Source: an optimization exercise on an open RTL-to-GDS flow (aim: small area, a short achievable clock period and few clock cycles). Production flows keep margins and buffers that such runs may drop. Function was checked by simulation only, so behaviour that the tests miss may differ from the original. Power figures rest on the tool's default switching activity, not on a simulated workload.

--- design/flow/config.mk ---
export PLATFORM = sky130hd
export DESIGN_NAME = modbus_core
export DESIGN_NICKNAME = modbus_core
export VERILOG_FILES = /design/flow/design.v
export SDC_FILE = /design/flow/constraint.sdc
export NUM_CORES = 4
export LEC_CHECK = 0
export CAP_MARGIN = 20
export CORE_MARGIN = 2
export CORE_UTILIZATION = 40
export SLEW_MARGIN = 20
--- design/flow/run.sh ---
#!/bin/bash
# synth_recipe.tcl (not shown) runs the flow's synth.tcl, then flattens the netlist and writes it again
# the make line also repeats each setting of config.mk as NAME=value (left out here)
make -C /OpenROAD-flow-scripts/flow DESIGN_CONFIG=/design/flow/config.mk WORK_HOME=/design/flow/orfs CLKGATE_MAP_FILE= SYNTH_SCRIPT=/design/flow/synth_recipe.tcl finish
--- design/flow/design.v ---
module modbus_core (
    input  wire        clk,
    input  wire        rst,
    input  wire        rx_valid,
    input  wire [7:0]  rx_data,
    input  wire        rx_last,
    output wire        rx_ready,
    output wire        tx_valid,
    output wire [7:0]  tx_data,
    output wire        tx_last,
    input  wire        tx_ready,
    input  wire        host_en,
    input  wire        host_we,
    input  wire [1:0]  host_space,    
    input  wire [4:0]  host_addr,
    input  wire [15:0] host_wdata,
    output wire [15:0] host_rdata
);
    localparam [2:0] K_EXC = 3'd0, K_RDBITS = 3'd1, K_RDREGS = 3'd2,
                     K_ECHO = 3'd3, K_REPORT = 3'd4;
    integer i;
    reg [15:0] hr  [0:31];
    reg [15:0] ir  [0:31];
    reg [15:0] stg [0:31];       
    reg [31:0] hr_v, ir_v;       
    reg [31:0] co, di;
    reg [31:0] co_stg;           
    reg       rx_ready_q;
    reg       q0_v, q1_v;
    reg [8:0] q0, q1;            
    assign rx_ready = rx_ready_q;
    wire       push = rx_valid && rx_ready_q;
    wire [7:0] d    = q0[7:0];
    wire       dl   = q0[8];
    wire       pop;
    always @(posedge clk) begin
        if (rst) begin
            q0_v <= 1'b0; q1_v <= 1'b0; rx_ready_q <= 1'b1;
        end else begin
            if (pop) begin
                if (q1_v) begin
                    q0 <= q1;
                    if (push) q1 <= {rx_last, rx_data};
                    else      q1_v <= 1'b0;
                end else if (push) begin
                    q0 <= {rx_last, rx_data};
                end else begin
                    q0_v <= 1'b0;
                end
            end else if (push) begin
                if (!q0_v) begin
                    q0 <= {rx_last, rx_data}; q0_v <= 1'b1;
                end else begin
                    q1 <= {rx_last, rx_data}; q1_v <= 1'b1;
                end
            end
            rx_ready_q <= !((q0_v && q1_v && !pop) ||
                            (q0_v && !pop && push) ||
                            (q1_v && push));
        end
    end
    reg [8:0]  r_n;              
    reg        r_done;
    reg [15:0] r_tid, r_pid, r_rem;
    reg        r_over;
    reg [7:0]  r_unit, r_fc, r_p0, r_p1, r_p2, r_p3, r_bc;
    reg [4:0]  r_wa;             
    reg        r_lo;             
    wire xfer;                   
    wire [8:0] n = r_done ? 9'd0 : r_n;    
    wire hr_hi_w = (r_fc == 8'h06 && n == 9'd10) || (r_fc == 8'h10 && n >= 9'd13 && !r_lo);
    wire hr_lo_w = (r_fc == 8'h06 && n == 9'd11) || (r_fc == 8'h10 && n >= 9'd13 &&  r_lo);
    wire [4:0] hr_a = (r_fc == 8'h06) ? r_p1[4:0] : r_wa;
    wire co_single = (r_fc == 8'h05 && n == 9'd11);
    wire co_multi  = (r_fc == 8'h0F && n >= 9'd13 && n < 9'd17);
    wire [1:0] jb  = n[1:0] - 2'd1;        
    wire [7:0] rot = (d << r_p1[2:0]) | (d >> (4'd8 - {1'b0, r_p1[2:0]}));
    wire       cval = (r_p2 == 8'hFF) && (d == 8'h00);
    reg  [31:0] co_wen;
    reg  [31:0] co_wd;
    always @(*) begin
        for (i = 0; i < 32; i = i + 1) begin
            co_wen[i] = 1'b0;
            co_wd[i]  = co_single ? cval : rot[i % 8];
            if (co_single && r_p1[4:0] == i) co_wen[i] = 1'b1;
            if (co_multi && ((i[4:0] - r_p1[4:0]) >> 3) == jb) co_wen[i] = 1'b1;
        end
    end
    reg        w_v;
    reg [31:0] w_hrm, w_com;     
    wire conflict = w_v && (((hr_hi_w || hr_lo_w) && w_hrm[hr_a]) ||
                            ((co_single || co_multi) && |(co_wen & w_com)));
    wire proc = q0_v && (!r_done || xfer) && !conflict;
    assign pop = proc;
    always @(posedge clk) begin
        if (rst) begin
            r_n <= 9'd0; r_done <= 1'b0; r_over <= 1'b0;
        end else begin
            if (xfer) begin
                r_done <= 1'b0; r_n <= 9'd0; r_over <= 1'b0;
            end
            if (proc) begin
                r_n <= (n == 9'h1FF) ? n : n + 9'd1;
                if (dl) r_done <= 1'b1;
                case (n)
                    9'd0:  r_tid[15:8] <= d;
                    9'd1:  r_tid[7:0]  <= d;
                    9'd2:  r_pid[15:8] <= d;
                    9'd3:  r_pid[7:0]  <= d;
                    9'd4:  r_rem[15:8] <= d;
                    9'd5:  r_rem[7:0]  <= d;
                    9'd6:  r_unit <= d;
                    9'd7:  r_fc <= d;
                    9'd8:  r_p0 <= d;
                    9'd9:  begin r_p1 <= d; r_wa <= d[4:0]; end
                    9'd10: r_p2 <= d;
                    9'd11: r_p3 <= d;
                    9'd12: begin r_bc <= d; r_lo <= 1'b0; end
                    default: ;
                endcase
                if (n >= 9'd6) begin
                    r_rem <= r_rem - 16'd1;
                    if (r_rem == 16'd0) r_over <= 1'b1;
                end
                if (r_fc == 8'h10 && n >= 9'd13) begin
                    r_lo <= !r_lo;
                    if (r_lo) r_wa <= r_wa + 5'd1;
                end
            end
        end
    end
    wire too_short = r_n < 9'd7;
    wire len_ok    = (r_rem == 16'd0) && !r_over;
    wire no_fc     = r_n == 9'd7;
    wire plen4     = r_n == 9'd12;
    wire plen_ge5  = r_n >= 9'd13;
    wire bc_match  = r_n == ({1'b0, r_bc} + 9'd13);
    wire [8:0] send = {1'b0, r_p1} + {1'b0, r_p3};
    wire in_range  = (r_p0 == 8'd0) && (r_p2 == 8'd0) && (send <= 9'd32);
    wire addr_ok   = (r_p0 == 8'd0) && (r_p1 < 8'd32);
    wire wc_ok     = plen_ge5 && bc_match && (r_p2 < 8'd8) &&
                     ({r_bc, 3'b000} >= {r_p2[2:0], r_p3});
    wire wr_ok     = plen_ge5 && bc_match && (r_p2 == 8'd0) && !r_p3[7] &&
                     (r_bc == {r_p3[6:0], 1'b0});
    reg [2:0] dk;
    reg [7:0] db0, db1;
    reg       dhdr, duok, dwr_hr, dwr_co, dsingle;
    always @(*) begin
        dk = K_EXC; db0 = 8'h80; db1 = 8'h04; dhdr = 1'b1; duok = 1'b1;
        dwr_hr = 1'b0; dwr_co = 1'b0; dsingle = 1'b0;
        if (too_short) begin
            dhdr = 1'b0; duok = 1'b0;
        end else if (!len_ok) begin
            duok = 1'b0;
        end else if (no_fc) begin
        end else begin
            db0 = r_fc | 8'h80;
            case (r_fc)
                8'h01, 8'h02, 8'h03, 8'h04: begin
                    if (!plen4)          db1 = 8'h04;
                    else if (!in_range)  db1 = 8'h02;
                    else begin
                        db0 = r_fc;
                        if (r_fc == 8'h03 || r_fc == 8'h04) begin
                            dk = K_RDREGS; db1 = {r_p3[6:0], 1'b0};
                        end else begin
                            dk = K_RDBITS; db1 = (r_p3 + 8'd7) >> 3;
                        end
                    end
                end
                8'h05, 8'h06: begin
                    if (!plen4)          db1 = 8'h04;
                    else if (!addr_ok)   db1 = 8'h02;
                    else begin
                        dk = K_ECHO; db0 = r_fc; db1 = r_p0; dsingle = 1'b1;
                        if (r_fc[0]) dwr_co = 1'b1; else dwr_hr = 1'b1;
                    end
                end
                8'h0F: begin
                    if (!wc_ok)          db1 = 8'h04;
                    else if (!in_range)  db1 = 8'h02;
                    else begin
                        dk = K_ECHO; db0 = r_fc; db1 = r_p0; dwr_co = 1'b1;
                    end
                end
                8'h10: begin
                    if (!wr_ok)          db1 = 8'h04;
                    else if (!in_range)  db1 = 8'h02;
                    else begin
                        dk = K_ECHO; db0 = r_fc; db1 = r_p0; dwr_hr = 1'b1;
                    end
                end
                8'h11: begin
                    dk = K_REPORT; db0 = 8'h11; db1 = 8'h06;
                end
                default: db1 = 8'h01;
            endcase
        end
    end
    wire [6:0] dlen = (dk == K_RDBITS || dk == K_RDREGS) ? 7'd3 + db1[6:0] :
                      (dk == K_ECHO)   ? 7'd6 :
                      (dk == K_REPORT) ? 7'd9 : 7'd3;
    wire [5:0] mend = dsingle ? {1'b0, r_p1[4:0]} + 6'd1 : send[5:0];
    reg  [31:0] dmask;
    always @(*)
        for (i = 0; i < 32; i = i + 1)
            dmask[i] = (i >= r_p1[5:0]) && (i < mend);
    reg [15:0] w_tid, w_pid;
    reg [7:0]  w_unit, w_b0, w_b1, w_p1, w_p2, w_p3;
    reg [2:0]  w_k;
    reg        w_hdr, w_uok;
    reg [6:0]  w_len;
    reg        t_busy;
    reg [15:0] t_tid, t_pid;
    reg [7:0]  t_unit, t_b0, t_b1, t_p1, t_p2, t_p3;
    reg [2:0]  t_k;
    reg        t_hdr, t_uok;
    reg [6:0]  t_len;
    reg [6:0]  t_idx;
    reg [5:0]  t_rem;
    reg [4:0]  raddr;
    reg [1:0]  rsp;
    reg [15:0] rd_word;
    reg       o_v, o_l, s_v, s_l;
    reg [7:0] o_d, s_d;
    assign tx_valid = o_v;
    assign tx_data  = o_d;
    assign tx_last  = o_l;
    wire produce = t_busy && !s_v;
    wire t_lastb = (t_idx == t_len + 7'd5);
    wire handoff = w_v && (!t_busy || (produce && t_lastb));
    assign xfer  = r_done && (!w_v || handoff);
    wire [15:0] hr_r = hr_v[raddr] ? hr[raddr] : 16'h0000;
    wire [15:0] ir_r = ir_v[raddr] ? ir[raddr] : 16'h0000;
    wire [15:0] word = rsp[0] ? ir_r : hr_r;
    wire [31:0] sp   = rsp[0] ? di : co;
    wire [63:0] sp2  = {sp, sp} >> raddr;
    wire [7:0]  rot8 = sp2[7:0];
    assign host_rdata = rsp[1] ? word : {15'd0, rot8[0]};
    reg [7:0] cmask;
    always @(*)
        for (i = 0; i < 8; i = i + 1)
            cmask[i] = (t_rem > i);
    reg [7:0] nb;    
    always @(*) begin
        case (t_idx)
            7'd0: nb = t_hdr ? t_tid[15:8] : 8'h00;
            7'd1: nb = t_hdr ? t_tid[7:0]  : 8'h00;
            7'd2: nb = t_hdr ? t_pid[15:8] : 8'h00;
            7'd3: nb = t_hdr ? t_pid[7:0]  : 8'h00;
            7'd4: nb = 8'h00;
            7'd5: nb = {1'b0, t_len};
            7'd6: nb = t_uok ? t_unit : 8'h00;
            7'd7: nb = t_b0;
            7'd8: nb = t_b1;
            default: begin
                case (t_k)
                    K_RDREGS: nb = t_idx[0] ? rd_word[15:8] : rd_word[7:0];
                    K_RDBITS: nb = rot8 & cmask;
                    K_ECHO:
                        case (t_idx[1:0])
                            2'd1:    nb = t_p1;
                            2'd2:    nb = t_p2;
                            default: nb = t_p3;
                        endcase
                    default:   
                        case (t_idx[2:0])
                            3'd1:    nb = t_unit;
                            3'd2:    nb = 8'hFF;
                            3'd3:    nb = 8'h53;
                            3'd4:    nb = 8'h4D;
                            3'd5:    nb = 8'h30;
                            default: nb = 8'h31;
                        endcase
                endcase
            end
        endcase
    end
    wire h_wr = host_en && host_we;
    wire h_rd = host_en && !host_we;
    reg        hc_v;             
    reg        hc_sp;            
    reg [4:0]  hc_a;
    always @(posedge clk) begin
        if (rst) begin
            w_v <= 1'b0; t_busy <= 1'b0;
            o_v <= 1'b0; s_v <= 1'b0;
            hc_v <= 1'b0;
            hr_v <= 32'd0; ir_v <= 32'd0;
            co <= 32'd0; di <= 32'd0;
        end else begin
            if (xfer) begin
                w_v <= 1'b1;
                w_tid <= r_tid; w_pid <= r_pid; w_unit <= r_unit;
                w_b0 <= db0; w_b1 <= db1;
                w_p1 <= r_p1; w_p2 <= r_p2; w_p3 <= r_p3;
                w_k <= dk; w_hdr <= dhdr; w_uok <= duok; w_len <= dlen;
                w_hrm <= dwr_hr ? dmask : 32'd0;
                w_com <= dwr_co ? dmask : 32'd0;
            end else if (handoff) begin
                w_v <= 1'b0;
            end
            if (!o_v || tx_ready) begin
                if (s_v) begin
                    o_v <= 1'b1; o_d <= s_d; o_l <= s_l; s_v <= 1'b0;
                end else begin
                    o_v <= produce; o_d <= nb; o_l <= t_lastb;
                end
            end else if (produce) begin
                s_v <= 1'b1; s_d <= nb; s_l <= t_lastb;
            end
            if (t_busy && t_idx <= 7'd8)
                rd_word <= word;
            if (produce) begin
                t_idx <= t_idx + 7'd1;
                if (t_lastb) t_busy <= 1'b0;
                if (t_idx >= 7'd9) begin
                    if (t_k == K_RDREGS) begin
                        if (t_idx[0]) raddr <= raddr + 5'd1;
                        else          rd_word <= word;
                    end
                    if (t_k == K_RDBITS) begin
                        raddr <= raddr + 5'd8;
                        t_rem <= (t_rem > 6'd8) ? t_rem - 6'd8 : 6'd0;
                    end
                end
            end
            if (handoff) begin
                t_busy <= 1'b1;
                t_idx <= 7'd0;
                t_tid <= w_tid; t_pid <= w_pid; t_unit <= w_unit;
                t_b0 <= w_b0; t_b1 <= w_b1;
                t_p1 <= w_p1; t_p2 <= w_p2; t_p3 <= w_p3;
                t_k <= w_k; t_hdr <= w_hdr; t_uok <= w_uok; t_len <= w_len;
                t_rem <= w_p3[5:0];
                raddr <= w_p1[4:0];
                rsp <= w_b0[1:0] - 2'd1;
            end
            if (h_rd) begin
                raddr <= host_addr;
                rsp <= host_space;
            end
            hc_v <= h_wr && !host_space[0];
            hc_sp <= host_space[1];
            hc_a <= host_addr;
            if (h_wr && host_space == 2'd1)
                di[host_addr] <= host_wdata[0];
            if (h_wr && host_space == 2'd3) begin
                ir[host_addr] <= host_wdata;
                ir_v[host_addr] <= 1'b1;
            end
            for (i = 0; i < 32; i = i + 1) begin
                if ((handoff && w_hrm[i]) || (hc_v && hc_sp && hc_a == i)) begin
                    hr[i] <= stg[i];
                    hr_v[i] <= 1'b1;
                end
                if ((handoff && w_com[i]) || (hc_v && !hc_sp && hc_a == i))
                    co[i] <= co_stg[i];
            end
        end
    end
    wire [7:0] wb_hi = h_wr ? host_wdata[15:8] : d;
    wire [7:0] wb_lo = h_wr ? host_wdata[7:0]  : d;
    always @(posedge clk) begin
        for (i = 0; i < 32; i = i + 1) begin
            if ((proc && hr_hi_w && hr_a == i) || (h_wr && host_space == 2'd2 && host_addr == i))
                stg[i][15:8] <= wb_hi;
            if ((proc && hr_lo_w && hr_a == i) || (h_wr && host_space == 2'd2 && host_addr == i))
                stg[i][7:0] <= wb_lo;
            if ((proc && co_wen[i]) || (h_wr && host_space == 2'd0 && host_addr == i))
                co_stg[i] <= h_wr ? host_wdata[0] : co_wd[i];
        end
    end
endmodule
--- design/flow/constraint.sdc ---
create_clock -name core_clock -period 12.0 [get_ports {clk}]
set_input_delay 2.4000 -clock core_clock [delete_from_list [all_inputs] [get_ports {clk}]]
set_output_delay 2.4000 -clock core_clock [all_outputs]
set_load 0.01 [all_outputs]
==> metrics.csv, run 1 <==
stage,metric,value,unit
critical_path,worstPathRequired,9600,ps
synth,synth-warning-count,3,
power,pwr-share-seq,0.509,
min_path,min_path_cells,0,
cells_and_area,fin_nets,5557,
clocking,cts_root_buffer,clkbuf_16,
synth,synth.net_count,5352,
placement,routabilityCongestion,0.9796,
global_route,use_met3,0.06078,
global_route,grt_util_all_layers,0.2572,
min_path,hp-class,flop to flop,
timing,fin_crit_sh,0.6940,
clocking,clk_latency,880,ps
timing,rsz0062_at_grt,no,
placement,placed_cells,8085,
power,switching_share,0.2442,
critical_path,crit_arrival,5930,ps
placement,port_buffers,64,
synth,ys_async_sr_fraction,0,
clocking,ctsHoldBuffers,0,
global_route,busiest_layer,met2,
die,die_h,468.8,um
die,start_util,0.4026,
power,leakage,31.87,nW
clocking,cts_buffer_depth,3,
routing,ant_nets,0,
synth,synth_area_per_cell,16.44,um2
power,max-vdd-ir-drop,0.1605,mV
global_route,antenna_found_initial,11,
power,switchingPower,4.120,mW
routing,wl,287.4,mm
timing,fin_ws,3672,ps
clocking,post_cts_buffers,0,
clocking,cts_tree,done,
clocking,cts-resized-gates,0,
placement,place_hpwl,189.8,mm
min_path,hold_start,stg[13][11],
cells_and_area,final_core_util,0.4605,
run_status,outcome,no timing/DRC/antenna violations,
run,maxCapViolCount,0,
clocking,clkTransAtPathRegs,60,ps
critical_path,reg2reg_to,stg[18][11],
global_route,grt_start_max_net_pins,86,
routing,vias_per_cell,6.242,
power,clkPwrFrac,0.401,
timing,tns,0,ps
power,p_int,12.75,mW
critical_path,r2r_slack,5070,ps
critical_path,critPathLaunchType,flop,
synth,synth_common_cells,"2004 x edfxtp_1, 368 x nor2_1, 277 x nand2_1, 241 x mux4_2, 228 x clkbuf_1",
synth,yosysTopAreaCellShare,0.6965,
synth,yosysTopAreaCell,edfxtp_1,
routing,vias,52970,
min_path,hold_end,hr[13][11],
die,die_area,219700,um2
timing,max_freq,120.1,MHz
synth,synth_edf_count,2004,
synth,ys_seq_elements,2156,
cells_and_area,instances_no_fill,8486,
clocking,numCtsBuffers,211,
timing,drv_slew,0,
routing,drc,0,
die,dieWidth,468.8,um
power,powerDensity,170.7,nW/um2
synth,synth_seq_area_share,0.7317,
die,core.rowCount,170,
cells_and_area,synthToLayoutAreaGrowth,14.39,%
routing,wl_per_cell,33.87,um
timing,fin_crit,8328,ps
global_route,met1_usage,0.3558,
timing,max_slew_margin,0.2211,
power,p_comb_frac,0.090,
timing,finClkSkew,70.64,ps
synth,ys_top_cells_by_area,"edfxtp_1 70%, mux4_2 6.3%, dfxtp_1 3.5%, nor2_1 1.6%, mux2i_1 1.6%",
synth,synth_area,86410,um2
die,ios,65,
routing,first_pass_iters,9,
placement,dp_slack,4665,ps
critical_path,r2r_start,r_p1[2],
critical_path,setup.worst_path.class,flop to output pin,
critical_path,worstRegToRegCells,16,
timing,worst_slew_pin_slew,1168,ps
critical_path,worstPathMaxFanout,32,
global_route,grt_pass1_vias,50150,
die,core-area,214600,um2
synth,syn_inst,5255,
clocking,h-tree-depth,4,
power,power,16.87,mW
global_route,met2_usage,0.3867,
global_route,grt_pass1_wl,394.4,mm
synth,yosysMostFrequentCell,edfxtp_1,
synth,synthFlopType,edfxtp_1,
critical_path,crit_path_end_kind,output pin,
routing,drtIter0Drc,8656,
cells_and_area,layout-drive-gt1-share,0.1758,
timing,setup_violations,0,
clocking,clock_sinks,2156,
synth,ys_types,95,
timing,hold_viol_final,0,
global_route,grt.overflow.total,0,
## logic make-up after synthesis
| logic type | count (synthesis) | share of synthesized area |
|---|---|---|
| AO/OA/AOI/OAI | 1018 | 0.08574 |
| multiplexers | 407 | 0.08251 |
| adder cells (fa/ha/maj) | 59 | 0.008630 |
| flip-flops | 2156 | 0.7317 |
| XOR/XNOR | 91 | 0.01011 |
| AND/OR/NAND/NOR | 1159 | 0.06424 |
| buffers and inverters | 365 | 0.01710 |
## how the worst max path moves through the flow
stage | endpoint | depth (start not counted) | from
CTS | host_rdata[10] | 13 | raddr[1]
floorplan | w_b0[0] | 4 | rst
global route | host_rdata[10] | 13 | raddr[0]
finish | host_rdata[10] | 13 | raddr[1]
global placement | host_rdata[14] | 15 | raddr[1]
detailed placement | host_rdata[10] | 13 | raddr[1]
## state kept, by name (all words and copies together), names as in the netlist, 32 cells and up, named ones only
name,count
co,32
co_stg,32
di,32
hr,512
hr_v,32
ir,512
ir_v,32
stg,512
w_com,32
w_hrm,32
## per-stage QoR
step / hold WS, ps / instance area, um2
final: 375.5 / 98840
after global routing: 381.5 / 98840
after CTS: 374.6 / 98790
after floorplan: 400.3 / 86410
after global placement: 400.2 / 91650
after detailed placement: 404.5 / 91680
## per-layer routing
layer	share of wire	wire (um)
met1	0.39	113200
met2	0.45	128100
met3	0.11	31590
met4	0.050	14420
met5	0.00027	77
## worst max-delay path, stage by stage (launching register included)
cell and delay, ps:
edfxtp_1 680, buf_4 400, ha_1 330, and3_1 210, ha_1 700, or4_1 230
nor4_1 40, o211ai_1 90, buf_4 400, nand4_1 190, o32a_1 360, a21oi_1 820
nor2b_1 100, clkdlybuf4s50_1 530
## power groups by stage
stage               sequential (mW)  clock (mW)  combinational [mW]
floorplan                      8.67           0               0.921
global placement               8.74           0                1.47
detailed placement             8.74           0                1.48
CTS                            8.59        6.82                1.49
global route                   8.60        7.11                1.59
finish                         8.59        6.77                1.52
## cell usage in the layout, fill, tap and decap left out, drive strengths merged, types with 103 or more instances in the layout
| cell | n |
|---|---|
| nor2 | 368 |
| a22oi | 146 |
| buf | 231 |
| clkinv | 103 |
| a21oi | 138 |
| o21ai | 156 |
| clkbuf | 257 |
| dfxtp | 152 |
| a22o | 123 |
| nand2 | 278 |
| mux2i | 134 |
| edfxtp | 2004 |
| mux4 | 241 |
## area by class of cell
| cell class | count | area (um2) |
|---|---|---|
| multi-input combinational | 2734 | 22370 |
| inverter | 67 | 260.3 |
| sequential | 2156 | 63230 |
| clock inverter | 140 | 1499 |
| timing repair buffer | 290 | 2315 |
| tap | 2838 | 3551 |
| fill | 18150 | 115800 |
| clock buffer | 257 | 5609 |
| antenna | 4 | 10.01 |
Testbench counts, summed over its fixed seeds: cycles 26,568.
==> run 2: changes to the inputs <==
--- a/design/flow/design.v
+++ b/design/flow/design.v
@@ -70,7 +70,7 @@
     wire [8:0] n = r_done ? 9'd0 : r_n;    
     wire hr_hi_w = (r_fc == 8'h06 && n == 9'd10) || (r_fc == 8'h10 && n >= 9'd13 && !r_lo);
     wire hr_lo_w = (r_fc == 8'h06 && n == 9'd11) || (r_fc == 8'h10 && n >= 9'd13 &&  r_lo);
-    wire [4:0] hr_a = (r_fc == 8'h06) ? r_p1[4:0] : r_wa;
+    wire [4:0] hr_a = r_wa;
     wire co_single = (r_fc == 8'h05 && n == 9'd11);
     wire co_multi  = (r_fc == 8'h0F && n >= 9'd13 && n < 9'd17);
     wire [1:0] jb  = n[1:0] - 2'd1;        
@@ -87,9 +87,15 @@
         end
     end
     reg        w_v;
-    reg [31:0] w_hrm, w_com;     
-    wire conflict = w_v && (((hr_hi_w || hr_lo_w) && w_hrm[hr_a]) ||
-                            ((co_single || co_multi) && |(co_wen & w_com)));
+    reg        w_hrw, w_cow;     
+    reg [5:0]  w_ms;             
+    reg [5:0]  w_me;
+    reg [31:0] w_in;             
+    always @(*)
+        for (i = 0; i < 32; i = i + 1)
+            w_in[i] = (i >= w_ms) && (i < w_me);
+    wire conflict = w_v && (((hr_hi_w || hr_lo_w) && w_hrw) ||
+                            ((co_single || co_multi) && w_cow));
     wire proc = q0_v && (!r_done || xfer) && !conflict;
     assign pop = proc;
     always @(posedge clk) begin
@@ -201,10 +207,6 @@
                       (dk == K_ECHO)   ? 7'd6 :
                       (dk == K_REPORT) ? 7'd9 : 7'd3;
     wire [5:0] mend = dsingle ? {1'b0, r_p1[4:0]} + 6'd1 : send[5:0];
-    reg  [31:0] dmask;
-    always @(*)
-        for (i = 0; i < 32; i = i + 1)
-            dmask[i] = (i >= r_p1[5:0]) && (i < mend);
     reg [15:0] w_tid, w_pid;
     reg [7:0]  w_unit, w_b0, w_b1, w_p1, w_p2, w_p3;
     reg [2:0]  w_k;
@@ -227,16 +229,19 @@
     assign tx_data  = o_d;
     assign tx_last  = o_l;
     wire produce = t_busy && !s_v;
-    wire t_lastb = (t_idx == t_len + 7'd5);
+    reg  t_lastb;                
     wire handoff = w_v && (!t_busy || (produce && t_lastb));
     assign xfer  = r_done && (!w_v || handoff);
-    wire [15:0] hr_r = hr_v[raddr] ? hr[raddr] : 16'h0000;
-    wire [15:0] ir_r = ir_v[raddr] ? ir[raddr] : 16'h0000;
-    wire [15:0] word = rsp[0] ? ir_r : hr_r;
+    wire h_rd = host_en && !host_we;
+    wire [4:0]  ra   = t_busy ? raddr : host_addr;
+    wire [1:0]  rs   = t_busy ? rsp : host_space;
+    wire [15:0] hr_r = hr_v[ra] ? hr[ra] : 16'h0000;
+    wire [15:0] ir_r = ir_v[ra] ? ir[ra] : 16'h0000;
+    wire [15:0] word = rs[1] ? (rs[0] ? ir_r : hr_r) : {15'd0, rs[0] ? di[ra] : co[ra]};
     wire [31:0] sp   = rsp[0] ? di : co;
     wire [63:0] sp2  = {sp, sp} >> raddr;
     wire [7:0]  rot8 = sp2[7:0];
-    assign host_rdata = rsp[1] ? word : {15'd0, rot8[0]};
+    assign host_rdata = rd_word;
     reg [7:0] cmask;
     always @(*)
         for (i = 0; i < 8; i = i + 1)
@@ -277,7 +282,6 @@
         endcase
     end
     wire h_wr = host_en && host_we;
-    wire h_rd = host_en && !host_we;
     reg        hc_v;             
     reg        hc_sp;            
     reg [4:0]  hc_a;
@@ -295,8 +299,8 @@
                 w_b0 <= db0; w_b1 <= db1;
                 w_p1 <= r_p1; w_p2 <= r_p2; w_p3 <= r_p3;
                 w_k <= dk; w_hdr <= dhdr; w_uok <= duok; w_len <= dlen;
-                w_hrm <= dwr_hr ? dmask : 32'd0;
-                w_com <= dwr_co ? dmask : 32'd0;
+                w_hrw <= dwr_hr; w_cow <= dwr_co;
+                w_ms <= r_p1[5:0]; w_me <= mend;
             end else if (handoff) begin
                 w_v <= 1'b0;
             end
@@ -309,10 +313,11 @@
             end else if (produce) begin
                 s_v <= 1'b1; s_d <= nb; s_l <= t_lastb;
             end
-            if (t_busy && t_idx <= 7'd8)
+            if ((t_busy && t_idx <= 7'd8) || h_rd)
                 rd_word <= word;
             if (produce) begin
                 t_idx <= t_idx + 7'd1;
+                t_lastb <= (t_idx + 7'd1 == t_len + 7'd5);
                 if (t_lastb) t_busy <= 1'b0;
                 if (t_idx >= 7'd9) begin
                     if (t_k == K_RDREGS) begin
@@ -328,6 +333,7 @@
             if (handoff) begin
                 t_busy <= 1'b1;
                 t_idx <= 7'd0;
+                t_lastb <= 1'b0;
                 t_tid <= w_tid; t_pid <= w_pid; t_unit <= w_unit;
                 t_b0 <= w_b0; t_b1 <= w_b1;
                 t_p1 <= w_p1; t_p2 <= w_p2; t_p3 <= w_p3;
@@ -336,10 +342,6 @@
                 raddr <= w_p1[4:0];
                 rsp <= w_b0[1:0] - 2'd1;
             end
-            if (h_rd) begin
-                raddr <= host_addr;
-                rsp <= host_space;
-            end
             hc_v <= h_wr && !host_space[0];
             hc_sp <= host_space[1];
             hc_a <= host_addr;
@@ -350,11 +352,11 @@
                 ir_v[host_addr] <= 1'b1;
             end
             for (i = 0; i < 32; i = i + 1) begin
-                if ((handoff && w_hrm[i]) || (hc_v && hc_sp && hc_a == i)) begin
+                if ((handoff && w_hrw && w_in[i]) || (hc_v && hc_sp && hc_a == i)) begin
                     hr[i] <= stg[i];
                     hr_v[i] <= 1'b1;
                 end
-                if ((handoff && w_com[i]) || (hc_v && !hc_sp && hc_a == i))
+                if ((handoff && w_cow && w_in[i]) || (hc_v && !hc_sp && hc_a == i))
                     co[i] <= co_stg[i];
             end
         end
==> design/flow/flow/run.sh (new file) <==
#!/bin/bash
set -euo pipefail
bash standard.sh SETUP_SLACK_MARGIN=7.5 finish > flow.log 2>&1
==> design/flow/standard.sh (new file) <==
#!/bin/bash
# synth_recipe.tcl (not shown) runs the flow's synth.tcl, then flattens the netlist and writes it again
# the make line also repeats each setting of config.mk as NAME=value (left out here)
make -C /OpenROAD-flow-scripts/flow DESIGN_CONFIG=/design/flow/config.mk WORK_HOME=/design/flow/orfs CLKGATE_MAP_FILE= SYNTH_SCRIPT=/design/flow/synth_recipe.tcl "${@:-finish}"
removed: design/flow/run.sh
==> run 2 against run 1 <==
Cell count rose by 0.88%. Sequential power decreased by 6.6%. Largest cell class unchanged. Still clean on timing, DRC and antenna. Final area decreased by 1.2%. Global-route usage is 0.50 points higher. Synthesized area fell by 3.0%. Via count shrank 1.0%. Die area fell by 3.0%.
==> metrics.csv, run 2 <==
stage,metric,value,unit,change
run_status,outcome,no timing/DRC/antenna violations,,
cells_and_area,final_cell_mix,"1949 x edfxtp_1, 355 x nand2_1, 256 x buf_4",,
routing,wl_per_cell,33.14,um,-2.2%
critical_path,critPathLaunchType,input pin,,
routing,vias_per_cell,6.126,,-1.9%
min_path,hp-class,flop to flop,,
timing,rsz0062_at_grt,yes,,
placement,placed_cells,8098,,+0.16%
power,power,15.26,mW,-9.6%
clocking,clkTransAtPathRegs,60,ps,about the same
timing,max_freq,218.7,MHz,+82%
cells_and_area,fill_cells,17870,,-1.5%
clocking,h-tree-depth,4,,unchanged
cells_and_area,layout-drive-gt1-share,0.1883,,+0.01252
clocking,ctsHoldBuffers,0,,unchanged
clocking,clk_latency,900,ps,+20 ps
routing,drtIter0Drc,7854,,-9.3%
timing,drv_slew,0,,unchanged
die,die_area,213200,um2,-3.0%
placement,routabilityCongestion,0.9602,,-2.0%
power,leakage,31.36,nW,-1.6%
routing,wl,283.7,mm,-1.3%
synth,synth_area,83820,um2,-3.0%
cells_and_area,instances_no_fill,8561,,+0.88%
global_route,grt.overflow.total,0,,unchanged
power,powerDensity,156.2,nW/um2,-8.5%
die,dieWidth,461.8,um,-1.5%
routing,drc,0,,unchanged
synth,ys_seq_elements,2096,,-2.8%
synth,ys_types,100,,+5.3%
cells_and_area,synthToLayoutAreaGrowth,16.56,%,
cells_and_area,reg.largest.list,"hr x512, ir x512, stg x512",,
clocking,cts_buffer_depth,3,,unchanged
synth,synth-warning-count,3,,unchanged
timing,finClkSkew,132.0,ps,+61.33 ps
critical_path,worstPathMaxFanout,21,,-34%
routing,first_pass_iters,6,,-3
placement,place_hpwl,180.4,mm,-4.9%
critical_path,slowest_stage,a211oi_1,,
critical_path,worstPathRequired,12690,ps,+3090 ps
global_route,grt_pass1_wl,391.1,mm,-0.85%
global_route,grt_start_max_net_pins,76,,-12%
synth,yosysMostFrequentCell,edfxtp_1,,
critical_path,crit_path_end_kind,flop,,
clocking,cts_root_buffer,clkbuf_16,,
timing,fin_crit_sh,0.3810,,-0.3130
global_route,antenna_found_initial,13,,+2
global_route,grt_pass1_vias,50100,,-0.11%
die,start_util,0.4012,,-0.001437
timing,worst_slew_pin_slew,1177,ps,+8.865 ps
timing,hold_viol_final,0,,unchanged
cells_and_area,layout_commonest_cell,edfxtp_1,,
placement,port_buffers,64,,unchanged
synth,synth_common_cells,"1949 x edfxtp_1, 367 x nand2_1, 333 x nor2_1, 237 x a22oi_1, 218 x clkbuf_1",,
routing,vias,52440,,-1.0%
synth,yosysTopAreaCell,edfxtp_1,,
synth,ys_top_cells_by_area,"edfxtp_1 70%, mux4_2 4.9%, dfxtp_1 3.5%, a22oi_1 2.1%, nand2_1 1.6%",,
critical_path,crit_path_max_incr_delay,780,ps,-40 ps
timing,max_slew_margin,0.2095,,-0.01155
critical_path,setup.worst_path.class,input pin to flop,,
die,core-area,208900,um2,-2.6%
clocking,clock_sinks,2096,,-2.8%
synth,synthFlopType,edfxtp_1,,
synth,synth_area_per_cell,15.82,um2,-3.8%
synth,ys_async_sr_fraction,0,,unchanged
clocking,cts_tree,done,,
timing,fin_ws,7428,ps,+3756 ps
critical_path,path_cells,buf_4 > nor3_1 > or2_2 > a22oi_1 > a211oi_1 > or4_4 > o22ai_4 > o22ai_1 > a22o_1,,
global_route,grt_util_all_layers,0.2621,,+0.004990
clocking,numCtsBuffers,208,,-1.4%
synth,synth_seq_area_share,0.7334,,+0.001677
power,max-vdd-ir-drop,0.1511,mV,-5.9%
synth,yosysTopAreaCellShare,0.6982,,+0.001785
routing,ant_nets,0,,unchanged
die,die_h,461.8,um,-1.5%
timing,tns,0,ps,unchanged
die,core.rowCount,168,,-1.2%
synth,syn_inst,5299,,+0.84%
timing,setup_violations,0,,unchanged
critical_path,crit_arrival,5260,ps,-670 ps
cells_and_area,fin_nets,5673,,+2.1%
die,ios,65,,unchanged
synth,synth.net_count,5396,,+0.82%
timing,fin_crit,4572,ps,-3756 ps
placement,dp_slack,4783,ps,+118.3 ps
synth,synth_edf_count,1949,,-2.7%
run,maxCapViolCount,0,,unchanged
==> run 2: cell types whose count changed after synthesis, sizes merged, moves of 19 or more <==
cell    before   now
o22ai       43   142
a22oi      146   237
nand2      278   367
a22o       123    36
a21oi      138   200
a221oi      90    34
edfxtp    2004  1949
mux4       241   186
o21ai      156   204
nor2       368   333
nand4       73    49
nand3       93   112
==> run 2: through the flow <==
stage / hold WS [ps] / area [um2] / utilization
after floorplan: 400.3 / 84350 / -
after global placement: 400.2 / 88980 / 0.4259
after detailed placement: 404.5 / 89020 / 0.4260
after CTS: 326.2 / 97310 / 0.4657
after global routing: 333.4 / 97700 / 0.4676
final: 335.2 / 97700 / 0.4676
==> run 2: cell type report <==
cell class,count,area (um2),share of cell area
Clock inverter,130,1391,0.01424
Antenna cell,4,10.01,0.0001025
Timing Repair Buffer,368,3610,0.03695
Clock buffer,256,5458,0.05586
Inverter,62,240.2,0.002459
Multi-Input combinational cell,2840,22010,0.2253
Tap cell,2805,3510,0.03592
Sequential cell,2096,61470,0.6292
==> run 2: worst paths after layout <==
path	cells after the start	start	to	slack [ps]
worst min register to register	0	stg[24][7]	hr[24][7]	340
worst min-delay path	0	stg[24][7]	hr[24][7]	340
worst max register to register	14	r_done	stg[22][13]	7580
worst max-delay path	9	host_addr[2]	rd_word[4]	7430
==> run 2: layer usage <==
layer  share of wire  vias to the layer above  GRT usage
met5         0.00027                        -          0
met1            0.39                    26900     0.3532
met4           0.046                       12     0.1029
met2            0.46                     3245     0.4107
met3            0.11                      621    0.06264
li1                -                    21660          -
==> run 2: power breakdown <==
group          leakage, nW  switching, mW  internal (mW)  total [mW]
Clock                 3.33           2.90           3.62        6.52
Combinational         9.28          0.499          0.224       0.723
Sequential            18.8         0.0277           7.99        8.02
==> run 2: what timing repair did <==
action,4_1_cts,5_1_grt
gates cloned,10,3
gates resized for setup,189,44
setup buffers,47,13
pin swaps,32,14
endpoints found under the setup margin,1070,542
==> run 2: logic make-up (layout without fill, tap and decap cells) <==
group,Yosys count,count (layout),synth area share
xor+xnor,90,90,0.009404
fa+ha+maj,59,59,0.008897
buf+inv,363,816,0.01749
flops,2096,2096,0.7334
other cells,0,4,0
simple gates,1190,1190,0.06792
mux,344,344,0.06950
compound gates,1157,1157,0.09343
==> run 2: worst max-delay path, delay by kind of cell <==
kind                   cells  cell delay [ps]
AO/OA/AOI/OAI              5             1370
AND/OR/NAND/NOR            3             1270
buffers and inverters      1              210
Testbench counts of run 2, summed over its fixed seeds: cycles 26,601.
==> run 3: changes to the inputs <==
==> design/flow/flow/run.sh (replaced) <==
#!/bin/bash
set -euo pipefail
bash standard.sh SETUP_SLACK_MARGIN=8 finish > flow.log 2>&1
--- a/design/flow/config.mk
+++ b/design/flow/config.mk
@@ -8,4 +8,6 @@
 export CAP_MARGIN = 20
 export CORE_MARGIN = 2
 export CORE_UTILIZATION = 40
+export CTS_CLUSTER_DIAMETER = 60
+export CTS_CLUSTER_SIZE = 30
 export SLEW_MARGIN = 20
==> run 3 against run 2 <==
Still clean on timing, DRC and antenna. Clock skew down 25 ps. Critical path depth up 4. Sequential share of layout area down 1.4 points. First-iteration DRC count up 7.7%. Non-clock buffer count up 176. Wire length up 3.0%. Utilization up 1.1 points. Worst hold slack worse by 4.9 ps. Combinational power up 14%. Final area up 2.3%. Critical path type unchanged. Highest routed layer unchanged.
==> metrics.csv, run 3 <==
stage,metric,value,unit,change
timing,fin_crit,4408,ps,-163.6 ps
critical_path,startpoint,host_addr[0],,
timing,setup_violations,0,,unchanged
placement,routabilityCongestion,0.9573,,-0.30%
placement,port_buffers,64,,unchanged
synth,synth.net_count,5396,,unchanged
timing,hold_viol_final,0,,unchanged
timing,worst_slew_pin_slew,1223,ps,+46.24 ps
clocking,clkTransAtPathRegs,100,ps,+40 ps
timing,finClkSkew,107.0,ps,-25.00 ps
synth,synth_common_cells,"1949 x edfxtp_1, 367 x nand2_1, 333 x nor2_1, 237 x a22oi_1, 218 x clkbuf_1",,
cells_and_area,multi_input_area,23270,um2,+5.7%
cells_and_area,layout-drive-gt1-share,0.2367,,+0.04843
global_route,grt_util_all_layers,0.2700,,+0.007831
routing,wl,292.3,mm,+3.0%
min_path,hold_start,stg[19][5],,
die,die_area,213200,um2,unchanged
run_status,outcome,no timing/DRC/antenna violations,,
synth,syn_inst,5299,,unchanged
critical_path,r2r_start,raddr[2],,
timing,tns,0,ps,unchanged
routing,vias,53690,,+2.4%
die,die_h,461.8,um,unchanged
timing,rsz0062_at_grt,yes,,
synth,yosysMostFrequentCell,edfxtp_1,,
die,ios,65,,unchanged
die,dieWidth,461.8,um,unchanged
cells_and_area,fin_nets,5780,,+1.9%
cells_and_area,layout_commonest_cell,edfxtp_1,,
clocking,cts_buffer_depth,3,,unchanged
min_path,hp-class,flop to flop,,
clocking,cts_root_buffer,clkbuf_16,,
synth,synth_seq_area_share,0.7334,,unchanged
critical_path,crit_path_end_kind,flop,,
power,p_comb_frac,0.059,,+0.012
routing,vias_per_cell,6.237,,+1.8%
global_route,grt_start_max_net_pins,79,,+3.9%
power,switchingPower,3.448,mW,+0.55%
die,start_util,0.4012,,unchanged
power,pwr-share-seq,0.569,,+0.044
routing,first_pass_iters,8,,+2
cells_and_area,fill_cells,17660,,-1.2%
synth,ys_async_sr_fraction,0,,unchanged
cells_and_area,reg.largest.list,"hr x512, ir x512, stg x512",,
critical_path,worstPathMaxFanout,5,,-76%
synth,yosysTopAreaCell,edfxtp_1,,
global_route,grt_pass1_wl,400.9,mm,+2.5%
power,max-vdd-ir-drop,0.1549,mV,+2.5%
timing,drv_slew,0,,unchanged
clocking,clk_latency,890,ps,about the same
routing,drtIter0Drc,8459,,+7.7%
clocking,h-tree-depth,4,,unchanged
synth,synth-warning-count,3,,unchanged
cells_and_area,synthToLayoutAreaGrowth,19.20,%,
synth,synth_area_per_cell,15.82,um2,unchanged
synth,synthFlopType,edfxtp_1,,
synth,synth_top_family_by_area,compound AO/OA/AOI/OAI gates,,
run,maxCapViolCount,0,,unchanged
routing,drc,0,,unchanged
cells_and_area,seqCellArea,61480,um2,about the same
synth,muxShareOfSynthArea,0.06950,,unchanged
timing,fin_crit_sh,0.3674,,-0.01363
power,powerDensity,140.7,nW/um2,-9.9%
critical_path,worstPathRequired,12570,ps,-120 ps
clocking,cts_tree,done,,
synth,synth-compound-area-share,0.09343,,unchanged
die,core.rowCount,168,,unchanged
synth,ys_types,100,,unchanged
critical_path,r2r_slack,7990,ps,+410 ps
synth,synth-simple-area-share,0.06792,,unchanged
cells_and_area,final_cell_mix,"1949 x edfxtp_1, 350 x nand2_1, 298 x buf_4",,
power,leakage,32.01,nW,+2.1%
clocking,numCtsBuffers,136,,-35%
power,clkPwrFrac,0.372,,-0.055
synth,synth_xor_area_frac,0.009404,,unchanged
critical_path,setup.worst_path.class,input pin to flop,,
synth,synth_area,83820,um2,unchanged
global_route,grt_pass1_vias,50450,,+0.70%
synth,synthAdderAreaFrac,0.008897,,unchanged
global_route,antenna_found_initial,19,,+6
synth,ys_top_cells_by_area,"edfxtp_1 70%, mux4_2 4.9%, dfxtp_1 3.5%, a22oi_1 2.1%, nand2_1 1.6%",,
placement,place_hpwl,181.1,mm,+0.37%
synth,yosysTopAreaCellShare,0.6982,,unchanged
routing,ant_nets,0,,unchanged
global_route,grt.overflow.total,0,,unchanged
routing,wl_per_cell,33.95,um,+2.5%
critical_path,crit_arrival,4980,ps,-280 ps
power,switching_share,0.2452,,+0.02043
timing,whs,330.2,ps,-4.937 ps
synth,synth_edf_count,1949,,unchanged
timing,max_freq,226.8,MHz,+3.7%
timing,max_slew_margin,0.1610,,-0.04852
clocking,clock_sinks,2096,,unchanged
power,p_int,10.61,mW,-10%
die,core-area,208900,um2,unchanged
synth,ys_seq_elements,2096,,unchanged
critical_path,critPathLaunchType,input pin,,
run 3: per-stage QoR:
stage / cell area [um2] / setup WS, ps / power, mW / instances / util
2_1_floorplan: 84870 / 7151 / 8.507 / 5299 / -
3_3_place_gp: 88940 / 4662 / 8.804 / 8051 / 0.4257
3_5_place_dp: 88950 / 4638 / 8.809 / 8051 / 0.4257
4_1_cts: 99500 / 7754 / 14.09 / 8585 / 0.4762
5_1_grt: 99900 / 7672 / 14.41 / 8603 / 0.4781
6_report: 99910 / 7592 / 14.06 / 8609 / 0.4782
run 3: final cells by class:
type	instances	area share
Inverter	62	0.002542
Sequential cell	2096	0.6153
Clock inverter	106	0.01523
Timing Repair Buffer	544	0.06393
Multi-Input combinational cell	2842	0.2329
Antenna cell	8	0.0002004
Timing Repair inverter	1	0.00008766
Clock buffer	145	0.03471
Tap cell	2805	0.03513
run 3: worst paths after layout:
check,cells after the start,to
max,13,rd_word[0]
min,0,hr[19][5]
max reg2reg,11,rd_word[0]
min reg2reg,0,hr[19][5]
run 3: power groups by stage:
stage | sequential [mW] | clock [mW] | combinational (mW)
2_1_floorplan | 8.16 | 0 | 0.347
3_3_place_gp | 8.17 | 0 | 0.633
3_5_place_dp | 8.17 | 0 | 0.638
4_1_cts | 8.00 | 5.30 | 0.796
5_1_grt | 8.01 | 5.57 | 0.842
6_report | 8.00 | 5.24 | 0.823
run 3: worst max-delay path, cell delays in order:
cell	delay (ps)
buf_12	110
buf_12	140
nand3b_1	140
and2_4	200
buf_4	180
nor2_4	50
buf_12	140
buf_4	130
a22oi_1	340
nand4_1	400
o32ai_4	480
o22a_1	200
a21oi_1	70
run 3: metal layers:
layer | track usage | part of all wire | vias to the layer above
li1 | - | - | 21850
met1 | 0.3713 | 0.38 | 27470
met2 | 0.4109 | 0.45 | 3704
met3 | 0.06364 | 0.12 | 658
met4 | 0.1137 | 0.051 | 10
met5 | 0.007014 | 0.00090 | -
run 3: cells by family after synthesis:
logic type	count (synthesis)
flip-flops	2096
AND/OR/NAND/NOR	1190
AO/OA/AOI/OAI	1157
buffers and inverters	363
multiplexers	344
XOR/XNOR	90
adder cells (fa/ha/maj)	59
run 3: repair_timing:
action / 4_1_cts / 5_1_grt
setup endpoints to repair: 1345 / 683
setup buffers: 254 / 15
resized for setup: 522 / 64
endpoints found under the hold margin: 0 / 0
gates cloned: 29 / 1
pin swaps: 157 / 33
hold buffers: 0 / 0
==> run 4: changes to the inputs <==
--- a/design/flow/design.v
+++ b/design/flow/design.v
@@ -22,7 +22,7 @@
     reg [15:0] hr  [0:31];
     reg [15:0] ir  [0:31];
     reg [15:0] stg [0:31];       
-    reg [31:0] hr_v, ir_v;       
+    reg [31:0] hr_v;             
     reg [31:0] co, di;
     reg [31:0] co_stg;           
     reg       rx_ready_q;
@@ -65,15 +65,16 @@
     reg        r_over;
     reg [7:0]  r_unit, r_fc, r_p0, r_p1, r_p2, r_p3, r_bc;
     reg [4:0]  r_wa;             
-    reg        r_lo;             
+    reg        s_hw, s_lw;       
+    reg        s_c1, s_cm;       
     wire xfer;                   
     wire [8:0] n = r_done ? 9'd0 : r_n;    
-    wire hr_hi_w = (r_fc == 8'h06 && n == 9'd10) || (r_fc == 8'h10 && n >= 9'd13 && !r_lo);
-    wire hr_lo_w = (r_fc == 8'h06 && n == 9'd11) || (r_fc == 8'h10 && n >= 9'd13 &&  r_lo);
+    wire hr_hi_w = s_hw;
+    wire hr_lo_w = s_lw;
     wire [4:0] hr_a = r_wa;
-    wire co_single = (r_fc == 8'h05 && n == 9'd11);
-    wire co_multi  = (r_fc == 8'h0F && n >= 9'd13 && n < 9'd17);
-    wire [1:0] jb  = n[1:0] - 2'd1;        
+    wire co_single = s_c1;
+    wire co_multi  = s_cm;
+    wire [1:0] jb  = r_n[1:0] - 2'd1;      
     wire [7:0] rot = (d << r_p1[2:0]) | (d >> (4'd8 - {1'b0, r_p1[2:0]}));
     wire       cval = (r_p2 == 8'hFF) && (d == 8'h00);
     reg  [31:0] co_wen;
@@ -101,6 +102,7 @@
     always @(posedge clk) begin
         if (rst) begin
             r_n <= 9'd0; r_done <= 1'b0; r_over <= 1'b0;
+            s_hw <= 1'b0; s_lw <= 1'b0; s_c1 <= 1'b0; s_cm <= 1'b0;
         end else begin
             if (xfer) begin
                 r_done <= 1'b0; r_n <= 9'd0; r_over <= 1'b0;
@@ -121,7 +123,15 @@
                     9'd9:  begin r_p1 <= d; r_wa <= d[4:0]; end
                     9'd10: r_p2 <= d;
                     9'd11: r_p3 <= d;
-                    9'd12: begin r_bc <= d; r_lo <= 1'b0; end
+                    9'd12: r_bc <= d;
+                    default: ;
+                endcase
+                case (n)
+                    9'd9:  s_hw <= (r_fc == 8'h06);
+                    9'd10: begin s_hw <= 1'b0; s_lw <= (r_fc == 8'h06); s_c1 <= (r_fc == 8'h05); end
+                    9'd11: begin s_lw <= 1'b0; s_c1 <= 1'b0; end
+                    9'd12: begin s_hw <= (r_fc == 8'h10); s_lw <= 1'b0; s_cm <= (r_fc == 8'h0F); end
+                    9'd16: s_cm <= 1'b0;
                     default: ;
                 endcase
                 if (n >= 9'd6) begin
@@ -129,8 +139,11 @@
                     if (r_rem == 16'd0) r_over <= 1'b1;
                 end
                 if (r_fc == 8'h10 && n >= 9'd13) begin
-                    r_lo <= !r_lo;
-                    if (r_lo) r_wa <= r_wa + 5'd1;
+                    s_hw <= s_lw; s_lw <= s_hw;
+                    if (s_lw) r_wa <= r_wa + 5'd1;
+                end
+                if (dl) begin
+                    s_hw <= 1'b0; s_lw <= 1'b0; s_c1 <= 1'b0; s_cm <= 1'b0;
                 end
             end
         end
@@ -222,7 +235,9 @@
     reg [5:0]  t_rem;
     reg [4:0]  raddr;
     reg [1:0]  rsp;
-    reg [15:0] rd_word;
+    reg [15:0] rd_word;          
+    reg        rd_wv;            
+    reg        rd_bitq;          
     reg       o_v, o_l, s_v, s_l;
     reg [7:0] o_d, s_d;
     assign tx_valid = o_v;
@@ -235,13 +250,13 @@
     wire h_rd = host_en && !host_we;
     wire [4:0]  ra   = t_busy ? raddr : host_addr;
     wire [1:0]  rs   = t_busy ? rsp : host_space;
-    wire [15:0] hr_r = hr_v[ra] ? hr[ra] : 16'h0000;
-    wire [15:0] ir_r = ir_v[ra] ? ir[ra] : 16'h0000;
-    wire [15:0] word = rs[1] ? (rs[0] ? ir_r : hr_r) : {15'd0, rs[0] ? di[ra] : co[ra]};
+    wire [15:0] word = rs[0] ? ir[ra] : hr[ra];
+    wire        wv   = rs[1] && (rs[0] || hr_v[ra]);
+    wire        bitv = !rs[1] && (rs[0] ? di[ra] : co[ra]);
     wire [31:0] sp   = rsp[0] ? di : co;
     wire [63:0] sp2  = {sp, sp} >> raddr;
     wire [7:0]  rot8 = sp2[7:0];
-    assign host_rdata = rd_word;
+    assign host_rdata = {rd_word[15:1] & {15{rd_wv}}, (rd_word[0] & rd_wv) | rd_bitq};
     reg [7:0] cmask;
     always @(*)
         for (i = 0; i < 8; i = i + 1)
@@ -260,7 +275,7 @@
             7'd8: nb = t_b1;
             default: begin
                 case (t_k)
-                    K_RDREGS: nb = t_idx[0] ? rd_word[15:8] : rd_word[7:0];
+                    K_RDREGS: nb = (t_idx[0] ? rd_word[15:8] : rd_word[7:0]) & {8{rd_wv}};
                     K_RDBITS: nb = rot8 & cmask;
                     K_ECHO:
                         case (t_idx[1:0])
@@ -290,7 +305,7 @@
             w_v <= 1'b0; t_busy <= 1'b0;
             o_v <= 1'b0; s_v <= 1'b0;
             hc_v <= 1'b0;
-            hr_v <= 32'd0; ir_v <= 32'd0;
+            hr_v <= 32'd0;
             co <= 32'd0; di <= 32'd0;
         end else begin
             if (xfer) begin
@@ -313,8 +328,9 @@
             end else if (produce) begin
                 s_v <= 1'b1; s_d <= nb; s_l <= t_lastb;
             end
-            if ((t_busy && t_idx <= 7'd8) || h_rd)
-                rd_word <= word;
+            if ((t_busy && t_idx <= 7'd8) || h_rd) begin
+                rd_word <= word; rd_wv <= wv; rd_bitq <= bitv;
+            end
             if (produce) begin
                 t_idx <= t_idx + 7'd1;
                 t_lastb <= (t_idx + 7'd1 == t_len + 7'd5);
@@ -322,7 +338,9 @@
                 if (t_idx >= 7'd9) begin
                     if (t_k == K_RDREGS) begin
                         if (t_idx[0]) raddr <= raddr + 5'd1;
-                        else          rd_word <= word;
+                        else begin
+                            rd_word <= word; rd_wv <= wv;
+                        end
                     end
                     if (t_k == K_RDBITS) begin
                         raddr <= raddr + 5'd8;
@@ -347,10 +365,6 @@
             hc_a <= host_addr;
             if (h_wr && host_space == 2'd1)
                 di[host_addr] <= host_wdata[0];
-            if (h_wr && host_space == 2'd3) begin
-                ir[host_addr] <= host_wdata;
-                ir_v[host_addr] <= 1'b1;
-            end
             for (i = 0; i < 32; i = i + 1) begin
                 if ((handoff && w_hrw && w_in[i]) || (hc_v && hc_sp && hc_a == i)) begin
                     hr[i] <= stg[i];
@@ -361,15 +375,20 @@
             end
         end
     end
+    always @(posedge clk)
+        for (i = 0; i < 32; i = i + 1)
+            if (rst || (h_wr && host_space == 2'd3 && host_addr == i))
+                ir[i] <= rst ? 16'h0000 : host_wdata;
+    wire stw = q0_v && !conflict;
     wire [7:0] wb_hi = h_wr ? host_wdata[15:8] : d;
     wire [7:0] wb_lo = h_wr ? host_wdata[7:0]  : d;
     always @(posedge clk) begin
         for (i = 0; i < 32; i = i + 1) begin
-            if ((proc && hr_hi_w && hr_a == i) || (h_wr && host_space == 2'd2 && host_addr == i))
+            if ((stw && hr_hi_w && hr_a == i) || (h_wr && host_space == 2'd2 && host_addr == i))
                 stg[i][15:8] <= wb_hi;
-            if ((proc && hr_lo_w && hr_a == i) || (h_wr && host_space == 2'd2 && host_addr == i))
+            if ((stw && hr_lo_w && hr_a == i) || (h_wr && host_space == 2'd2 && host_addr == i))
                 stg[i][7:0] <= wb_lo;
-            if ((proc && co_wen[i]) || (h_wr && host_space == 2'd0 && host_addr == i))
+            if ((stw && co_wen[i]) || (h_wr && host_space == 2'd0 && host_addr == i))
                 co_stg[i] <= h_wr ? host_wdata[0] : co_wd[i];
         end
     end
==> design/flow/run.sh (new file) <==
#!/bin/bash
# synth_recipe.tcl (not shown) runs the flow's synth.tcl, then flattens the netlist and writes it again
# the make line also repeats each setting of config.mk as NAME=value (left out here)
make -C /OpenROAD-flow-scripts/flow DESIGN_CONFIG=/design/flow/config.mk WORK_HOME=/design/flow/orfs CLKGATE_MAP_FILE= SYNTH_SCRIPT=/design/flow/synth_recipe.tcl finish
--- a/design/flow/config.mk
+++ b/design/flow/config.mk
@@ -8,6 +8,7 @@
 export CAP_MARGIN = 20
 export CORE_MARGIN = 2
 export CORE_UTILIZATION = 40
-export CTS_CLUSTER_DIAMETER = 60
-export CTS_CLUSTER_SIZE = 30
+export CTS_CLUSTER_DIAMETER = 50
+export CTS_CLUSTER_SIZE = 25
+export SETUP_SLACK_MARGIN = 5
 export SLEW_MARGIN = 20
removed: design/flow/flow/run.sh
removed: design/flow/standard.sh
==> run 4 against run 3 <==
Sequential power rose by 2%. Critical path depth did not move. Utilization decreased by 1.8 points. Synthesized area shrank 1.6%. Sequential share of layout area grew 3.2 points. Register-to-register slack worse by 1300 ps. Clock power up 15%. Via count is 1.3% higher. Fmax fell by 35%. Flip-flop and latch count down 27. Largest cell class unchanged. Highest routed layer unchanged.
==> metrics.csv, run 4 <==
stage,metric,value,unit,change
synth,ys_top_cells_by_area,"edfxtp_1 71%, dfxtp_1 2.9%, nand2_1 2.2%, a22oi_1 2.0%, a221oi_1 1.7%",,
cells_and_area,fin_nets,5713,,-1.2%
synth,ys_types,92,,-8.0%
timing,fin_crit_sh,0.5651,,+0.1977
cells_and_area,layout-drive-gt1-share,0.1412,,-0.09547
clocking,post_cts_buffers,0,,-100%
routing,vias_per_cell,6.439,,+3.3%
die,ios,65,,unchanged
global_route,grt_pass1_wl,416.1,mm,+3.8%
clocking,cts_tree,done,,
synth,synthFlopType,edfxtp_1,,
clocking,clkTransAtPathRegs,90,ps,about the same
synth,synth_area,82450,um2,-1.6%
power,leakage,30.77,nW,-3.9%
synth,synth.net_count,5558,,+3.0%
cells_and_area,final_cell_mix,"1950 x edfxtp_1, 475 x nand2_1, 246 x nor2_1",,
global_route,antenna_found_initial,22,,+3
timing,fin_ws,5219,ps,-2373 ps
clocking,numCtsBuffers,165,,+21%
critical_path,critPathLaunchType,input pin,,
clocking,ctsHoldBuffers,0,,unchanged
run,maxCapViolCount,0,,unchanged
synth,synth_area_per_cell,15.12,um2,-4.4%
placement,routabilityCongestion,0.9710,,+1.4%
timing,rsz0062_at_grt,no,,
global_route,grt_pass1_vias,50240,,-0.42%
clocking,h-tree-depth,4,,unchanged
synth,yosysTopAreaCellShare,0.7102,,+0.01192
global_route,grt_util_all_layers,0.2867,,+0.01671
global_route,grt_start_max_net_pins,80,,+1.3%
die,dieWidth,458.0,um,-0.81%
clocking,cts_buffer_depth,3,,unchanged
cells_and_area,layout_commonest_cell,edfxtp_1,,
placement,port_buffers,64,,unchanged
synth,syn_inst,5455,,+2.9%
timing,tns,0,ps,unchanged
synth,ys_seq_elements,2069,,-1.3%
timing,max_slew_margin,0.1204,,-0.04057
critical_path,setup.worst_path.class,input pin to flop,,
critical_path,crit_path_end_kind,flop,,
cells_and_area,synthToLayoutAreaGrowth,14.20,%,
synth,ys_async_sr_fraction,0,,unchanged
routing,first_pass_iters,8,,unchanged
critical_path,worstPathMaxFanout,45,,+40
synth,yosysMostFrequentCell,edfxtp_1,,
synth,yosysTopAreaCell,edfxtp_1,,
timing,hold_viol_final,0,,unchanged
cells_and_area,reg.largest.list,"hr x512, ir x512, stg x512",,
synth,synth_common_cells,"1950 x edfxtp_1, 485 x nand2_1, 279 x clkbuf_1, 276 x nor2_1, 225 x a22oi_1",,
timing,fin_crit,6781,ps,+2373 ps
synth,synth_edf_count,1950,,+0.051%
clocking,cts_root_buffer,clkbuf_16,,
timing,setup_violations,0,,unchanged
die,start_util,0.4026,,+0.001462
min_path,hp-class,flop to flop,,
timing,worst_slew_pin_slew,1309,ps,+85.78 ps
routing,wl,307.1,mm,+5.1%
timing,finClkSkew,68.64,ps,-38.33 ps
die,die_area,209800,um2,-1.6%
timing,max_freq,147.5,MHz,-35%
timing,drv_slew,0,,unchanged
routing,drc,0,,unchanged
clocking,cts-resized-gates,0,,-100%
die,core-area,204800,um2,-2.0%
placement,dp_slack,4655,ps,+16.88 ps
die,core.rowCount,166,,-1.2%
routing,drtIter0Drc,9835,,+16%
clocking,clk_latency,890,ps,about the same
critical_path,worstPathRequired,12580,ps,about the same
critical_path,crit_arrival,7360,ps,+2380 ps
synth,synth-warning-count,4,,+1
cells_and_area,instances_no_fill,8445,,-1.9%
synth,synth_seq_area_share,0.7391,,+0.005707
routing,wl_per_cell,36.37,um,+7.1%
power,max-vdd-ir-drop,0.1332,mV,-14%
global_route,grt.overflow.total,0,,unchanged
placement,place_hpwl,201.1,mm,+11%
placement,placed_cells,8129,,+0.97%
die,die_h,458.0,um,-0.81%
clocking,clock_sinks,2069,,-1.3%
routing,ant_nets,0,,unchanged
power,powerDensity,158.5,nW/um2,+13%
run_status,outcome,no timing/DRC/antenna violations,,
routing,vias,54380,,+1.3%
==> run 4: cell types whose count changed after synthesis, sizes merged, moves of 57 or more <==
cell    before  now
mux4       186   56
o22ai      142   61
a221oi      34  160
a22o        36  122
nor2       333  276
clkbuf     220  279
nand2      367  486
==> run 4: worst paths after layout <==
path                start          to  slack (ps)  cells past startpoint
max          host_addr[4]  rd_word[2]        5220                     13
min            stg[10][3]   hr[10][3]         400                      0
max reg2reg        t_busy  rd_word[2]        6720                     12
min reg2reg    stg[10][3]   hr[10][3]         400                      0
==> run 4: stage by stage <==
| step | utilization | hold slack [ps] | total power, mW | instance area [um2] |
|---|---|---|---|---|
| after floorplan | - | 400.3 | 8.606 | 82460 |
| after global placement | 0.4296 | 400.2 | 9.034 | 87980 |
| after detailed placement | 0.4297 | 404.5 | 9.040 | 88010 |
| after CTS | 0.4594 | 405.3 | 14.94 | 94080 |
| after global routing | 0.4597 | 410.9 | 15.24 | 94150 |
| final | 0.4598 | 396.9 | 14.93 | 94160 |
==> run 4: area by class of cell <==
| cell class | count | area (um2) |
|---|---|---|
| Timing Repair Buffer | 304 | 2441 |
| Fill cell | 17540 | 110600 |
| Sequential cell | 2069 | 60940 |
| Tap cell | 2688 | 3363 |
| Multi-Input combinational cell | 3002 | 21070 |
| Inverter | 68 | 257.7 |
| Antenna cell | 8 | 20.02 |
| Clock inverter | 130 | 1838 |
| Clock buffer | 176 | 4234 |
==> run 4: cell families (layout without fill, tap and decap cells) <==
family,count (synthesis),count (layout),share of synthesized area
AOI/OAI and AO/OA,1289,1289,0.1129
xor gates and xnor gates,85,85,0.009029
adders and majority gates,65,65,0.009955
buffers and inverters,384,678,0.01751
DFF,2069,2069,0.7391
muxes,181,181,0.03114
other,0,8,0
and+or+nand+nor,1382,1382,0.08036
==> run 4: routing by layer <==
metal / share of wire / routed length (um) / up-vias / track usage
met1: 0.39 / 118700 / 27380 / 0.4048
met5: 0.00010 / 32 / - / 0
met4: 0.062 / 19070 / 4 / 0.1519
li1: - / - / 22050 / -
met2: 0.42 / 129700 / 4250 / 0.4121
met3: 0.13 / 39580 / 698 / 0.06553
==> run 4: worst max-delay path: stages <==
cell	delay, ps
clkdlybuf4s50_1	460
buf_4	300
mux2_4	790
buf_4	740
a221oi_4	140
buf_4	340
buf_4	280
a22oi_1	220
nand2_1	80
a2111oi_0	330
nand4_1	150
nor4_1	880
o41ai_1	140
==> run 4: power breakdown <==
group / switching, mW / total, mW / internal, mW
Clock: 2.97 / 6.02 / 3.04
Combinational: 0.604 / 0.782 / 0.178
Sequential: 0.0717 / 8.13 / 8.06
Testbench counts of run 4, summed over its fixed seeds: cycles 26,601.

[static timing again, ports no longer ideal]
How much do the figures lean on ideal ports? The routed layouts below were timed once more, with nothing changed but the port constraints.
Step 1, drivers: a clkbuf_16 drives clk and a buf_2 each remaining input, both assumed.
Step 2 adds t to the input delays and takes it off the output delays; t is the mean of the earliest and latest rising clock arrival at the registers after step 1. Input paths then give back, and output paths get back, about the clock's delay inside the block.
a / b / c = no drivers / after step 1 / after step 2; a / b = the first two.
run	shift t [ns]	setup slack, ns	latest minus earliest clock arrival (ns)	worst data-port slew with drivers (ns)
run 1	0.947	3.672 / 3.571 / 4.518	0.076 / 0.076	0.11
run 2	0.935	7.428 / 7.392 / 6.457	0.132 / 0.132	0.15
run 3	0.938	7.592 / 7.646 / 6.708	0.114 / 0.114	0.14
run 4	0.946	5.219 / 5.280 / 4.334	0.073 / 0.072	0.15
After both steps every run listed still meets setup and hold. For run 2, which loses most, drivers alone change the setup slack by -0.036 ns; drivers and shift together by -0.971 ns.
